Source: an optimization exercise on an open RTL-to-GDS flow (aim: small area, a short achievable clock period and few clock cycles per item). Production flows keep margins and buffers that such runs may drop. The RTL was checked by simulation tests, not by an equivalence proof against the original design. No activity file was given, so power comes from the tool's default toggle rates.

==> design/flow/run.sh <==
#!/bin/bash
# synth_recipe.tcl (not shown) runs the flow's synth.tcl, then flattens the netlist and writes it again
# the make line also repeats each setting of config.mk as NAME=value (left out here)
make -C /OpenROAD-flow-scripts/flow DESIGN_CONFIG=/design/flow/config.mk WORK_HOME=/design/flow/orfs CLKGATE_MAP_FILE= SYNTH_SCRIPT=/design/flow/synth_recipe.tcl finish
==> design/flow/config.mk <==
export PLATFORM = sky130hd
export DESIGN_NAME = hvc_filter
export DESIGN_NICKNAME = hvc_filter
export VERILOG_FILES = /design/flow/design.v
export SDC_FILE = /design/flow/constraint.sdc
export NUM_CORES = 4
export LEC_CHECK = 0
export ABC_CLOCK_PERIOD_IN_PS = 3000
export CAP_MARGIN = 20
export CORE_MARGIN = 2
export CORE_UTILIZATION = 40
export SETUP_SLACK_MARGIN = 5
export SLEW_MARGIN = 20
==> design/flow/constraint.sdc <==
create_clock -name core_clock -period 10.0 [get_ports {clk}]
set_input_delay 2.0000 -clock core_clock [delete_from_list [all_inputs] [get_ports {clk}]]
set_output_delay 2.0000 -clock core_clock [all_outputs]
set_load 0.01 [all_outputs]
==> design/flow/design.v <==
module hvc_msb200 (
    input  wire [199:0] x,
    output wire [7:0]   pos
);
    wire [255:0] xp = {56'd0, x};
    wire [31:0]  nz0;
    wire [95:0]  p0;
    genvar i;
    generate
        for (i = 0; i < 32; i = i + 1) begin : g_l0
            wire [7:0] v = xp[8*i +: 8];
            assign nz0[i] = |v;
            assign p0[3*i +: 3] = v[7] ? 3'd7 : v[6] ? 3'd6 : v[5] ? 3'd5 : v[4] ? 3'd4 :
                                  v[3] ? 3'd3 : v[2] ? 3'd2 : v[1] ? 3'd1 : 3'd0;
        end
        wire [15:0] nz1;
        wire [63:0] p1;
        for (i = 0; i < 16; i = i + 1) begin : g_l1
            assign nz1[i] = nz0[2*i+1] | nz0[2*i];
            assign p1[4*i +: 4] = nz0[2*i+1] ? {1'b1, p0[3*(2*i+1) +: 3]} : {1'b0, p0[3*(2*i) +: 3]};
        end
        wire [7:0]  nz2;
        wire [39:0] p2;
        for (i = 0; i < 8; i = i + 1) begin : g_l2
            assign nz2[i] = nz1[2*i+1] | nz1[2*i];
            assign p2[5*i +: 5] = nz1[2*i+1] ? {1'b1, p1[4*(2*i+1) +: 4]} : {1'b0, p1[4*(2*i) +: 4]};
        end
        wire [3:0]  nz3;
        wire [23:0] p3;
        for (i = 0; i < 4; i = i + 1) begin : g_l3
            assign nz3[i] = nz2[2*i+1] | nz2[2*i];
            assign p3[6*i +: 6] = nz2[2*i+1] ? {1'b1, p2[5*(2*i+1) +: 5]} : {1'b0, p2[5*(2*i) +: 5]};
        end
        wire [1:0]  nz4;
        wire [13:0] p4;
        for (i = 0; i < 2; i = i + 1) begin : g_l4
            assign nz4[i] = nz3[2*i+1] | nz3[2*i];
            assign p4[7*i +: 7] = nz3[2*i+1] ? {1'b1, p3[6*(2*i+1) +: 6]} : {1'b0, p3[6*(2*i) +: 6]};
        end
        assign pos = nz4[1] ? {1'b1, p4[13:7]} : {1'b0, p4[6:0]};
    endgenerate
endmodule
module hvc_sqrt_step (
    input  wire [26:0] rem,
    input  wire [24:0] res,
    input  wire [1:0]  pair,
    output wire [26:0] rem_n,
    output wire [24:0] res_n
);
    wire [29:0] r2    = {1'b0, rem, pair};
    wire [29:0] trial = {3'b000, res, 2'b01};
    wire [29:0] diff  = r2 - trial;
    wire        ge    = ~diff[29];
    assign rem_n = ge ? diff[26:0] : r2[26:0];
    assign res_n = {res[23:0], ge};
endmodule
module hvc_filter (
    input  wire        clk,
    input  wire        rst,           
    input  wire        start,
    output wire        ready,
    input  wire [31:0] floor_hz,      
    input  wire [31:0] peak_hz,       
    input  wire [16:0] e3,            
    input  wire [31:0] note_freq,     
    input  wire [23:0] reson,         
    output reg         out_valid,
    output reg  [4:0]  out_k,
    output wire [24:0] out_gain,      
    output wire [31:0] out_cutoff     
);
    localparam W = 200;
    localparam ST_IDLE = 2'd0, ST_SETUP = 2'd1, ST_FD = 2'd2, ST_DIV = 2'd3;
    localparam SP_SPAN = 4'd0,  SP_LMUL = 4'd1, SP_LERP = 4'd2, SP_U  = 4'd3,
               SP_SQ   = 4'd4,  SP_A    = 4'd5, SP_P    = 4'd6, SP_A0 = 4'd7,
               SP_W    = 4'd8,  SP_B2   = 4'd10, SP_T = 4'd11,
               SP_A4   = 4'd12, SP_INIT = 4'd13, SP_LDC = 4'd9;
    reg [1:0]  state;
    reg [3:0]  sp;
    reg [5:0]  dc;           
    reg        first;        
    reg [3:0]  ic;           
    reg [1:0]  rotc;         
    reg [1:0]  fdc;          
    reg        rotp;         
    reg [2:0]  skc;          
    reg [1:0]  sk2;          
    reg [5:0]  jc;           
    reg [4:0]  k;
    reg [9:0]  nn49;         
    reg [W-1:0] R;                    
    reg [W-1:0] r0, r1, r2, r3, r4;   
    reg [175:0] A0;                   
    reg [66:0]  MP;                   
    reg [31:0]  Creg;                 
    reg [47:0]  QS;                   
    reg [63:0]  NA;                   
    reg [63:0]  U;                    
    reg [17:0]  F;                    
    reg [26:0] sq_rem;
    reg [24:0] sq_res;
    reg        qhi, qlo, sq_go, sq_last;
    reg [4:0]  k_sq;
    assign ready      = (state == ST_IDLE);
    assign out_gain   = sq_res;
    assign out_cutoff = Creg;
    wire in_mul = (state == ST_SETUP) &&
                  (sp == SP_LMUL || sp == SP_U || sp == SP_SQ || sp == SP_A || sp == SP_P ||
                   sp == SP_A0 || sp == SP_B2 || sp == SP_T || sp == SP_A4);
    wire last_dig = in_mul && (dc == 6'd1);
    wire skip_ok  = (state == ST_DIV) || (state == ST_FD && fdc[1]);
    wire div_skip = skip_ok && (skc != 3'd0);
    wire div_sk2  = skip_ok && (skc == 3'd0) && (sk2 != 2'd0);
    wire div_iter = (state == ST_DIV) && !rotp && (skc == 3'd0) && (sk2 == 2'd0);
    wire init_ins = (ic == 4'd4 || ic == 4'd5 || ic == 4'd8 || ic == 4'd11 || ic == 4'd12);
    reg xR, xR1, xR2, xRING, xLERP, xU32, xA0;         
    reg yR01, yR02, yQS1, yQS2, yNA1, yNA2, yU1, yU2, yC1, yC2;
    reg bneg;                                           
    reg divm;                                           
    reg lerpm;                                          
    wire [W-1:0] xv = ({W{xR}}    & R) |
                      ({W{xR1}}   & {R[W-2:0], divm & F[17]}) |
                      ({W{xR2}}   & {R[W-3:0], 2'b00}) |
                      ({W{xRING}} & r1) |
                      ({W{xLERP}} & {{16{R[W-1]}}, R[W-1:16]}) |
                      ({W{xU32}}  & {{(W-96){1'b0}}, U, 32'd0}) |
                      ({W{xA0}}   & {{(W-176){1'b0}}, A0});
    wire [W-1:0] ymag = ({W{yR01}} & r0) |
                        ({W{yR02}} & {r0[W-2:0], 1'b0}) |
                        ({W{yQS1}} & {{(W-48){1'b0}}, QS}) |
                        ({W{yQS2}} & {{(W-49){1'b0}}, QS, 1'b0}) |
                        ({W{yNA1}} & {{(W-64){1'b0}}, NA}) |
                        ({W{yNA2}} & {{(W-65){1'b0}}, NA, 1'b0}) |
                        ({W{yU1}}  & {{(W-64){1'b0}}, U}) |
                        ({W{yU2}}  & {{(W-65){1'b0}}, U, 1'b0}) |
                        ({W{yC1}}  & {{(W-32){1'b0}}, Creg}) |
                        ({W{yC2}}  & {{(W-33){1'b0}}, Creg, 1'b0});
    wire         dneg = divm ? ~R[W-1] : bneg;
    wire [W-1:0] yv   = ymag ^ {W{dneg}};
    wire         cx   = lerpm & R[W-1] & (|R[15:0]);
    wire [W:0]   sum = {xv, 1'b1} + {yv, dneg | cx};
    wire [W-1:0] S   = sum[W:1];
    wire [7:0] msb_r4;
    hvc_msb200 u_msb (.x(r4), .pos(msb_r4));
    wire [9:0]        jd  = {2'b00, msb_r4} - nn49;
    wire [5:0]        jsk = jd[9] ? 6'd0 : (jd[8:0] > 9'd49) ? 6'd49 : jd[5:0];
    wire [26:0] sq_rem_n;
    wire [24:0] sq_res_n;
    hvc_sqrt_step u_sq (.rem(sq_rem), .res(sq_res), .pair({qhi, qlo}),
                        .rem_n(sq_rem_n), .res_n(sq_res_n));
    reg [1:0]  n_state;
    reg [3:0]  n_sp;
    reg [5:0]  n_dc;
    reg        n_first;
    reg [3:0]  n_ic;
    reg [1:0]  n_rotc;
    reg [1:0]  n_fdc;
    reg        n_rotp;
    reg [2:0]  n_skc;
    reg [1:0]  n_sk2;
    reg [5:0]  n_jc;
    reg [4:0]  n_k;
    always @(*) begin
        n_state = state; n_sp = sp; n_dc = dc; n_first = first; n_ic = ic;
        n_rotc = rotc; n_fdc = fdc; n_rotp = rotp; n_skc = skc; n_sk2 = sk2;
        n_jc = jc; n_k = k;
        if (rst) begin
            n_state = ST_IDLE;
        end else begin
            case (state)
                ST_IDLE: if (start) begin
                    n_state = ST_SETUP;
                    n_sp    = SP_SPAN;
                end
                ST_SETUP: begin
                    if (in_mul) begin
                        n_first = 1'b0;
                        n_dc    = dc - 6'd1;
                    end
                    if (sp == SP_T && rotc != 2'd0) n_rotc = rotc - 2'd1;
                    case (sp)
                        SP_SPAN: begin n_sp = SP_LMUL; n_dc = 6'd9;  n_first = 1'b1; end
                        SP_LERP: n_sp = SP_LDC;
                        SP_LDC:  begin n_sp = SP_U;    n_dc = 6'd17; n_first = 1'b1; end
                        SP_W:    begin n_sp = SP_B2;   n_dc = 6'd33; n_first = 1'b1; end
                        SP_INIT: begin
                            n_ic = ic + 4'd1;
                            if (ic == 4'd12) begin
                                n_state = ST_FD;
                                n_fdc   = 2'd0;
                                n_k     = 5'd1;
                            end
                        end
                        default: if (last_dig) begin
                            n_first = 1'b1;
                            case (sp)
                                SP_LMUL: n_sp = SP_LERP;
                                SP_U:    begin n_sp = SP_SQ; n_dc = 6'd13; end
                                SP_SQ:   begin n_sp = SP_A;  n_dc = 6'd17; end
                                SP_A:    begin n_sp = SP_P;  n_dc = 6'd25; end
                                SP_P:    begin n_sp = SP_A0; n_dc = 6'd33; end
                                SP_A0:   n_sp = SP_W;
                                SP_B2:   begin n_sp = SP_T;  n_dc = 6'd25; n_rotc = 2'd3; end
                                SP_T:    begin n_sp = SP_A4; n_dc = 6'd33; end
                                default: begin n_sp = SP_INIT; n_ic = 4'd0; end
                            endcase
                        end
                    endcase
                end
                ST_FD: begin
                    n_fdc = fdc + 2'd1;
                    if (fdc == 2'd0) n_jc = 6'd49;
                    if (fdc == 2'd1) begin n_skc = jsk[5:3]; n_sk2 = jsk[2:1]; end
                    if (div_skip) begin
                        n_skc = skc - 3'd1;
                        n_jc  = jc - 6'd8;
                    end else if (div_sk2) begin
                        n_sk2 = sk2 - 2'd1;
                        n_jc  = jc - 6'd2;
                    end
                    if (fdc == 2'd3) begin
                        n_state = ST_DIV;
                        n_rotp  = 1'b1;
                    end
                end
                default: begin  
                    n_rotp = 1'b0;
                    if (div_skip) begin
                        n_skc = skc - 3'd1;
                        n_jc  = jc - 6'd8;
                    end else if (div_sk2) begin
                        n_sk2 = sk2 - 2'd1;
                        n_jc  = jc - 6'd2;
                    end else if (div_iter) begin
                        n_jc = jc - 6'd1;
                        if (jc == 6'd0) begin
                            if (k == 5'd24) begin
                                n_state = ST_IDLE;
                            end else begin
                                n_state = ST_FD;
                                n_fdc   = 2'd0;
                                n_k     = k + 5'd1;
                            end
                        end
                    end
                end
            endcase
        end
    end
    always @(posedge clk) begin
        state <= n_state; sp <= n_sp; dc <= n_dc; first <= n_first; ic <= n_ic;
        rotc <= n_rotc; fdc <= n_fdc; rotp <= n_rotp; skc <= n_skc; sk2 <= n_sk2;
        jc <= n_jc; k <= n_k;
    end
    reg [66:0] n_MP;
    always @(*) begin
        n_MP = MP;
        if (state == ST_IDLE)
            n_MP = {1'b0, e3, 49'd0};
        else if (state == ST_SETUP) begin
            if (sp == SP_LDC)
                n_MP = {2'b00, Creg, 33'd0};
            else if (last_dig) begin
                case (sp)
                    SP_U:  n_MP = {2'b00, QS[23:0], 41'd0};
                    SP_SQ: n_MP = {2'b00, NA[31:0], 33'd0};
                    SP_A:  n_MP = {2'b00, QS, 17'd0};
                    SP_P:  n_MP = {2'b00, U, 1'b0};
                    SP_A0: n_MP = {2'b00, NA, 1'b0};
                    SP_B2: n_MP = {2'b00, QS, 17'd0};
                    SP_T:  n_MP = {2'b00, NA, 1'b0};
                    default: n_MP = {MP[64:0], 2'b00};
                endcase
            end else if (in_mul)
                n_MP = {MP[64:0], 2'b00};
        end
    end
    always @(posedge clk) MP <= n_MP;
    wire n_divit = (state == ST_DIV) && !(div_iter && jc == 6'd0) &&
                   ((skc == 3'd0 && sk2 == 2'd0) ||
                    (skc == 3'd1 && sk2 == 2'd0) ||
                    (skc == 3'd0 && sk2 == 2'd1));
    wire n_in_mul = (n_state == ST_SETUP) &&
                    (n_sp == SP_LMUL || n_sp == SP_U || n_sp == SP_SQ || n_sp == SP_A || n_sp == SP_P ||
                     n_sp == SP_A0 || n_sp == SP_B2 || n_sp == SP_T || n_sp == SP_A4);
    reg [6:0] c_x;       
    reg [4:0] c_y;       
    reg [2:0] c_d;       
    reg       c_div, c_lerp;
    always @(*) begin
        c_x = 7'd0; c_y = 5'd0; c_d = 3'b000; c_div = 1'b0; c_lerp = 1'b0;
        case (n_state)
            ST_SETUP: begin
                if (n_in_mul) begin
                    c_x = n_first ? 7'd0 : 7'b0010000;        
                    case (n_MP[66:64])
                        3'b001, 3'b010: c_d = 3'b001;
                        3'b011:         c_d = 3'b010;
                        3'b100:         c_d = 3'b110;
                        3'b101, 3'b110: c_d = 3'b111;
                        default:        c_d = 3'b000;
                    endcase
                    case (n_sp)
                        SP_U:       c_y = 5'b00001;    
                        SP_SQ:      c_y = 5'b01000;    
                        SP_A, SP_T: c_y = 5'b00100;    
                        SP_P:       c_y = 5'b00010;    
                        default:    c_y = 5'b10000;    
                    endcase
                end else begin
                    case (n_sp)
                        SP_SPAN: begin c_x = 7'b1000000; c_y = 5'b00010; c_d = 3'b111; end
                        SP_LERP: begin c_x = 7'b0000100; c_y = 5'b00010; c_d = 3'b001; c_lerp = 1'b1; end
                        SP_LDC:  ;
                        SP_W:    begin c_x = 7'b0000010; c_y = 5'b10000; c_d = 3'b110; end
                        default: begin  
                            c_y = 5'b10000;
                            case (n_ic)
                                4'd0:  begin c_x = 7'b0001000; c_d = 3'b010; end    
                                4'd1:  begin c_x = 7'b1000000; c_d = 3'b010; end
                                4'd2:  begin c_x = 7'b1000000; c_d = 3'b010; end
                                4'd3:  begin c_x = 7'b1000000; c_d = 3'b001; end
                                4'd4:  begin c_x = 7'b0001000; c_d = 3'b001; end    
                                4'd5:  begin c_x = 7'b0100000; c_d = 3'b000; end    
                                4'd6:  begin c_x = 7'b0000000; c_d = 3'b010; end
                                4'd7:  begin c_x = 7'b0010000; c_d = 3'b001; end
                                4'd8:  begin c_x = 7'b0010000; c_d = 3'b000; end
                                4'd9:  begin c_x = 7'b0000000; c_d = 3'b010; end
                                4'd10: begin c_x = 7'b0010000; c_d = 3'b110; end
                                4'd11: begin c_x = 7'b0010000; c_d = 3'b000; end
                                default: begin c_x = 7'b0000001; c_d = 3'b000; end   
                            endcase
                        end
                    endcase
                end
            end
            ST_FD: begin c_x = 7'b0001000; c_y = 5'b10000; c_d = 3'b001; end
            default: ;
        endcase
        if (n_divit) begin
            c_x = 7'b0100000; c_y = 5'b10000; c_d = 3'b000; c_div = 1'b1;
        end
    end
    always @(posedge clk) begin
        {xR, xR1, xR2, xRING, xLERP, xU32, xA0} <= c_x;
        {yR01, yQS1, yNA1, yU1, yC1} <= (c_d == 3'b001 || c_d == 3'b111 || c_div) ? c_y : 5'd0;
        {yR02, yQS2, yNA2, yU2, yC2} <= (c_d == 3'b010 || c_d == 3'b110) ? c_y : 5'd0;
        bneg <= c_d[2];
        divm <= c_div;
        lerpm <= c_lerp;
    end
    localparam RG_HOLD = 3'd0, RG_PUSH = 3'd1, RG_ROT = 3'd2, RG_INS = 3'd3, RG_SET0 = 3'd4;
    reg [2:0] rg;
    wire set0 = (sp == SP_SPAN) || (sp == SP_W) || (sp == SP_INIT && ic == 4'd12) ||
                (last_dig && (sp == SP_P || sp == SP_T || sp == SP_A4));
    always @(*) begin
        rg = RG_HOLD;
        case (state)
            ST_SETUP: begin
                if (set0)                                     rg = RG_SET0;
                else if (last_dig && sp == SP_A0)             rg = RG_INS;    
                else if (last_dig && sp == SP_B2)             rg = RG_PUSH;
                else if (sp == SP_T && rotc != 2'd0)          rg = RG_ROT;
                else if (sp == SP_INIT && init_ins)           rg = RG_INS;
            end
            ST_FD:  rg = RG_PUSH;
            ST_DIV: if (rotp) rg = RG_ROT;
            default: ;
        endcase
    end
    always @(posedge clk) begin
        case (rg)
            RG_PUSH: begin r0 <= r1; r1 <= r2; r2 <= r3; r3 <= r4; r4 <= S; end
            RG_ROT:  begin r0 <= r1; r1 <= r2; r2 <= r3; r3 <= r4; r4 <= r0; end
            RG_INS:  begin           r1 <= r2; r2 <= r3; r3 <= r4; r4 <= S; end
            RG_SET0: r0 <= S;
            default: ;
        endcase
    end
    wire r_from_s = (state == ST_SETUP && sp != SP_INIT && sp != SP_W && sp != SP_LDC) ||
                    (state == ST_SETUP && sp == SP_INIT && !init_ins) ||
                    div_iter;
    always @(posedge clk) begin
        if (state == ST_IDLE)
            R <= {{(W-32){1'b0}}, peak_hz};
        else if (state == ST_FD && fdc == 2'd0)
            R <= {{(W-158){1'b0}}, A0[175:18]};
        else if (div_skip)
            R <= {R[W-9:0], F[17:10]};
        else if (div_sk2)
            R <= {R[W-3:0], F[17:16]};
        else if (r_from_s)
            R <= S;
    end
    always @(posedge clk) begin
        if (state == ST_FD && fdc == 2'd0) F <= A0[17:0];
        else if (div_skip)                  F <= {F[9:0], 8'd0};
        else if (div_sk2)                   F <= {F[15:0], 2'd0};
        else if (div_iter)                  F <= {F[16:0], 1'b0};
    end
    always @(posedge clk) begin
        if (state == ST_IDLE) begin
            QS <= {24'd0, reson};
            NA <= {32'd0, note_freq};
            U  <= {32'd0, floor_hz};
        end else if (state == ST_SETUP) begin
            if (sp == SP_LERP) Creg <= S[31:0];
            if (sp == SP_W) nn49 <= {2'b00, msb_r4} - 10'd17;
            if (last_dig) begin
                case (sp)
                    SP_U:  U  <= S[63:0];
                    SP_SQ: QS <= S[47:0];
                    SP_A:  NA <= S[63:0];
                    SP_A0: A0 <= S[175:0];
                    default: ;
                endcase
            end
        end
    end
    always @(posedge clk) begin
        out_valid <= 1'b0;
        if (rst) begin
            sq_go   <= 1'b0;
            sq_last <= 1'b0;
        end else begin
            if (sq_go) begin
                sq_rem <= sq_rem_n;
                sq_res <= sq_res_n;
                if (sq_last) begin
                    out_valid <= 1'b1;
                    out_k     <= k_sq;
                end
            end
            sq_go <= 1'b0;
            if (state == ST_FD && fdc == 2'd3) begin
                sq_rem <= 27'd0;
                sq_res <= 25'd0;
            end
            if (div_iter) begin
                if (jc[0]) begin
                    qhi <= ~S[W-1];
                end else begin
                    qlo     <= ~S[W-1];
                    sq_go   <= 1'b1;
                    sq_last <= (jc == 6'd0);
                end
                if (jc == 6'd0) k_sq <= k;
            end
        end
    end
endmodule
==> summary.txt <==
==> synth_stat cells, types with 16 or more instances <==
| cell type | count |
|---|---|
| a211oi_1 | 34 |
| a21boi_0 | 30 |
| a21o_1 | 182 |
| a21oi_1 | 745 |
| a221o_1 | 91 |
| a221oi_1 | 168 |
| a222oi_1 | 106 |
| a22o_1 | 93 |
| a22oi_1 | 918 |
| a311oi_1 | 18 |
| a31oi_1 | 45 |
| and2_1 | 16 |
| and3_1 | 23 |
| buf_1 | 81 |
| buf_2 | 56 |
| clkbuf_1 | 597 |
| dfxtp_1 | 341 |
| edfxtp_1 | 1461 |
| ha_1 | 272 |
| inv_1 | 305 |
| mux2_2 | 123 |
| nand2_1 | 973 |
| nand2b_1 | 32 |
| nand3_1 | 327 |
| nand4_1 | 170 |
| nor2_1 | 610 |
| nor2b_1 | 29 |
| nor3_1 | 179 |
| nor4_1 | 107 |
| o211ai_1 | 43 |
| o21a_1 | 20 |
| o21ai_0 | 853 |
| o21ai_1 | 26 |
| o21bai_1 | 87 |
| o22ai_1 | 22 |
| o31ai_1 | 48 |
| or2_2 | 16 |
| or3_1 | 19 |
| xnor2_1 | 278 |
| xor2_1 | 164 |
==> routing by layer <==
metal,wire [um],global-route usage [%],vias up
met1,198000,51.2,47700
li1,-,-,39200
met5,244,0.788,-
met4,41500,23.4,18
met3,80300,16.0,2034
met2,205000,52.9,8387
==> power groups by stage <==
stage	Combinational (W)	Clock, W	Sequential, W
after detailed placement	0.00122	0	0.00882
after global routing	0.00170	0.00814	0.00862
after CTS	0.00145	0.00786	0.00860
final	0.00168	0.00783	0.00865
after global placement	0.00121	0	0.00882
after floorplan	0.000719	0	0.00857
==> metrics by stage <==
| stage | hold slack [ns] | std cells |
|---|---|---|
| 3_5_place_dp | 0.405 | 12900 |
| 4_1_cts | 0.371 | 13600 |
| 6_report | 0.363 | 13900 |
| 5_1_grt | 0.387 | 13900 |
| 2_1_floorplan | 0.400 | 9934 |
| 3_3_place_gp | 0.400 | 12900 |
==> layout by cell type (no fill, tap or decap), types with 202 or more instances in the layout <==
cell             instances
edfxtp_1              1461
nand2_1                920
a22oi_1                898
o21ai_0                648
a21oi_1                629
nor2_1                 539
buf_4                  485
dfxtp_1                313
nand3_1                309
inv_1                  275
clkbuf_16              205
clkdlybuf4s50_1        202
==> layout make-up <==
type / instances / area share (%)
Multi-Input combinational cell: 7090 / 41.6
Antenna cell: 46 / 0.0922
Timing Repair Buffer: 949 / 7.87
Inverter: 309 / 0.940
Clock buffer: 230 / 4.08
Tap cell: 3330 / 3.34
Clock inverter: 138 / 1.40
Sequential cell: 1802 / 40.7
==> cell families after synthesis <==
| logic type | Yosys count | synth area share (%) |
|---|---|---|
| XOR/XNOR | 443 | 3.89 |
| AO/OA/AOI/OAI | 3693 | 25.0 |
| buffers and inverters | 1043 | 3.99 |
| adder cells (fa/ha/maj) | 274 | 3.45 |
| AND/OR/NAND/NOR | 2548 | 11.5 |
| flip-flops | 1802 | 50.7 |
| multiplexers | 131 | 1.47 |
==> worst max-delay path, delay by kind of cell, from the launching register on <==
kind                       cells  cell delay, ns
AOI/OAI and AO/OA              8            3.20
xor gates and xnor gates       1            0.18
adders and majority gates      1            0.43
buffers and inverters          1            0.18
DFF                            1            0.62
and+or+nand+nor                6            1.15
==> timing repair <==
item	in CTS	in global routing
resized for setup	839	752
endpoints found under the setup margin	1957	847
pin swaps	248	347
buffers inserted	297	240
gates cloned	15	14
==> flip-flops by register name, summed over array words and instances, names as in the netlist, 66 cells and up <==
signal,count
R,200
r0,200
r1,200
r2,200
r3,200
r4,200
A0,176
MP,66
==> how the worst min path moves through the flow <==
stage | end | slack (ns) | depth (start not counted)
after CTS | r2[72] | 0.37 | 0
after global placement | r2[26] | 0.40 | 0
after global routing | r2[121] | 0.39 | 0
after floorplan | out_k[0] | 0.40 | 0
final | r2[72] | 0.36 | 0
after detailed placement | r1[124] | 0.40 | 0
==> summary.txt <==
* Primary FF master, synth: edfxtp_1
* Reg2reg start: R[55]
* Worst-path clk slew at 0.07 ns
* Sequential share of the synthesized area at 50.7%
* Final TNS setup at 0 ns
* Largest cells by area after synthesis: edfxtp_1 (44%), a22oi_1 (6.9%), dfxtp_1 (6.8%)
* DR vias/cell at 7.00
* Die area at 254000 um^2
* Min cycle time layout at 5.91 ns
* EDFF count, synth at 1461
* Htree depth at 4
* Outcome: timing/DRC/antenna clean
* Synth warn at 1
* Hold_buf cts at 0
* Logic pwr share at 9.2%
* Maximum vdd drop at 0.000230 V
* Crit path max-delay cell type: a22oi_1
* Final Hold Violating Endpoints at 0
* Core area at 249000 um^2
* Pwr Total at 0.0182 W
* Syn Std Cell Area at 99900 um^2
* Crit path kind: reg -> reg
* Setup crit end: R[184]
* Max clock buf depth at 3
* Overall Global Routing Usage at 38.9%
* Pin count of the biggest net entering global routing at 156
* Worst R2R Path Depth at 17
* Syn-to-layout area delta at 24.9%
* Worst-path fanout max at 8
* #FFs+latches synth at 1802
* Die Span X at 504 um
* Utilization after layout at 50.2%
* CP dominant cell by count: a21oi_2
* Multi-input combinational cell area at 52000 um^2
* Seq. cell area at 50800 um^2
* Fmax at 169 MHz
* Internal power at 0.0132 W
* Via Count at 97300
* NumNets Final at 10800
* Share of the synthesized area in the top cell type at 43.9%
* Power share of the clock group at 43.1%
* Flop pwr share at 47.6%
* Slack of the critical path at 4.09 ns
* Final worst path period share at 59.1%
* Syn Inst Count at 9934
* Mean Syn Cell Area at 10.1 um^2
* Pre-CTS setup slack at 2.64 ns
* Sink Count at 1802
* Clk_skew at 0.0888 ns
* Initial detailed-routing violation count at 19100
* Synth area leader: edfxtp_1
* CTS tree: yes
* WP data required at 10.80 ns
* Hold Crit Class: reg -> reg
* Root buffer cell: clkbuf_16
* Worst setup EP type: flop
* Routed WL at 526000 um
* Port Buf Inserts at 203
* Netlist cell types at 107
* Psw at 0.00492 W
* Number of global-route vias before repair at 87900
* Final Cell Area at 125000 um^2
* Post-route ant nets at 0
* Clk Latency, worst-skew pair at 0.94 ns
* First-pass GRT wire length at 705000 um
* Crit path largest cell delay at 1.02 ns
* CP Launch Type: flop
* Starting Density at 40.2%
* Cells along the critical path: a22oi_1, nand3_1, ha_4, nand4_1, nor2_2, nand3_4, or2_4, a2111oi_4, nor3_2, buf_6, o31a_1, o41ai_4, a21oi_2, o21ai_4, xnor2_4, a21oi_2, o221a_1
* R2R setup slack at 4.09 ns
* Final HPWL from detailed placement at 362000 um
* WL per Instance at 37.8 um
* Slew HR at 6.34%
* GP Congestion at 1.11
* Setup-failing EPs final at 0
* CP Launch Point: R[55]
* R2r endpoint: R[184]
* Fin. max-slew vios at 0
* Static leakage at 44.1 nW
* Cell row count at 183
* Min-Delay Startpoint: r3[72]
* Worst EP arrival at 6.71 ns
* Share of cells above drive strength 1 at 20.6%
* Worst slew pin tran at 1.40 ns
* Max cap viols at 0
* Initial antenna violation count at 52
* Filler cells at 22500
* Placed cell areas at 105000 um^2
* Ys async rst share at 0%
* DRT Pass-1 Iters at 17
* Sw frac at 27.1%
* Mapped Nets at 10300
* CTS Buf Count at 195
* DIE HEIGHT at 504 um
* P per Cell Area at 145 nW/um^2
* RSZ-0062 raised after global routing: true
* Residual DRC count at 0
* Ports at 204
* Global route overflow at 0
Testbench counts, summed over its fixed seeds: cycles 100,950, items 2,304.

-- afterwards: timing with drivers on the ports --
The flow's constraints put no driver on any port. The routed layout listed below was extracted and timed again, unchanged, in two steps. Step 1 (the two cells are an assumption about what drives the block):
set clk [get_ports {clk}]
set_driving_cell -lib_cell sky130_fd_sc_hd__clkbuf_16 $clk
set_driving_cell -lib_cell sky130_fd_sc_hd__buf_2 [delete_from_list [all_inputs] $clk]
Step 2 times the ports against the registers' clock, not the clock port: input delays grow and output delays shrink by t, the midpoint of the rising clock arrivals with the driver on. Slacks: ideal ports / drivers / drivers and shift; pairs: ideal ports / drivers.
t (ns): 0.998
slack for setup (ns): 4.091 / 4.091 / 4.091
worst hold slack (ns): 0.363 / 0.363 / 0.363
worst setup path at the end: register to register
After both steps setup and hold are still met in this run. For this run, drivers alone change the setup slack by 0.000 ns; drivers and shift together by 0.000 ns.
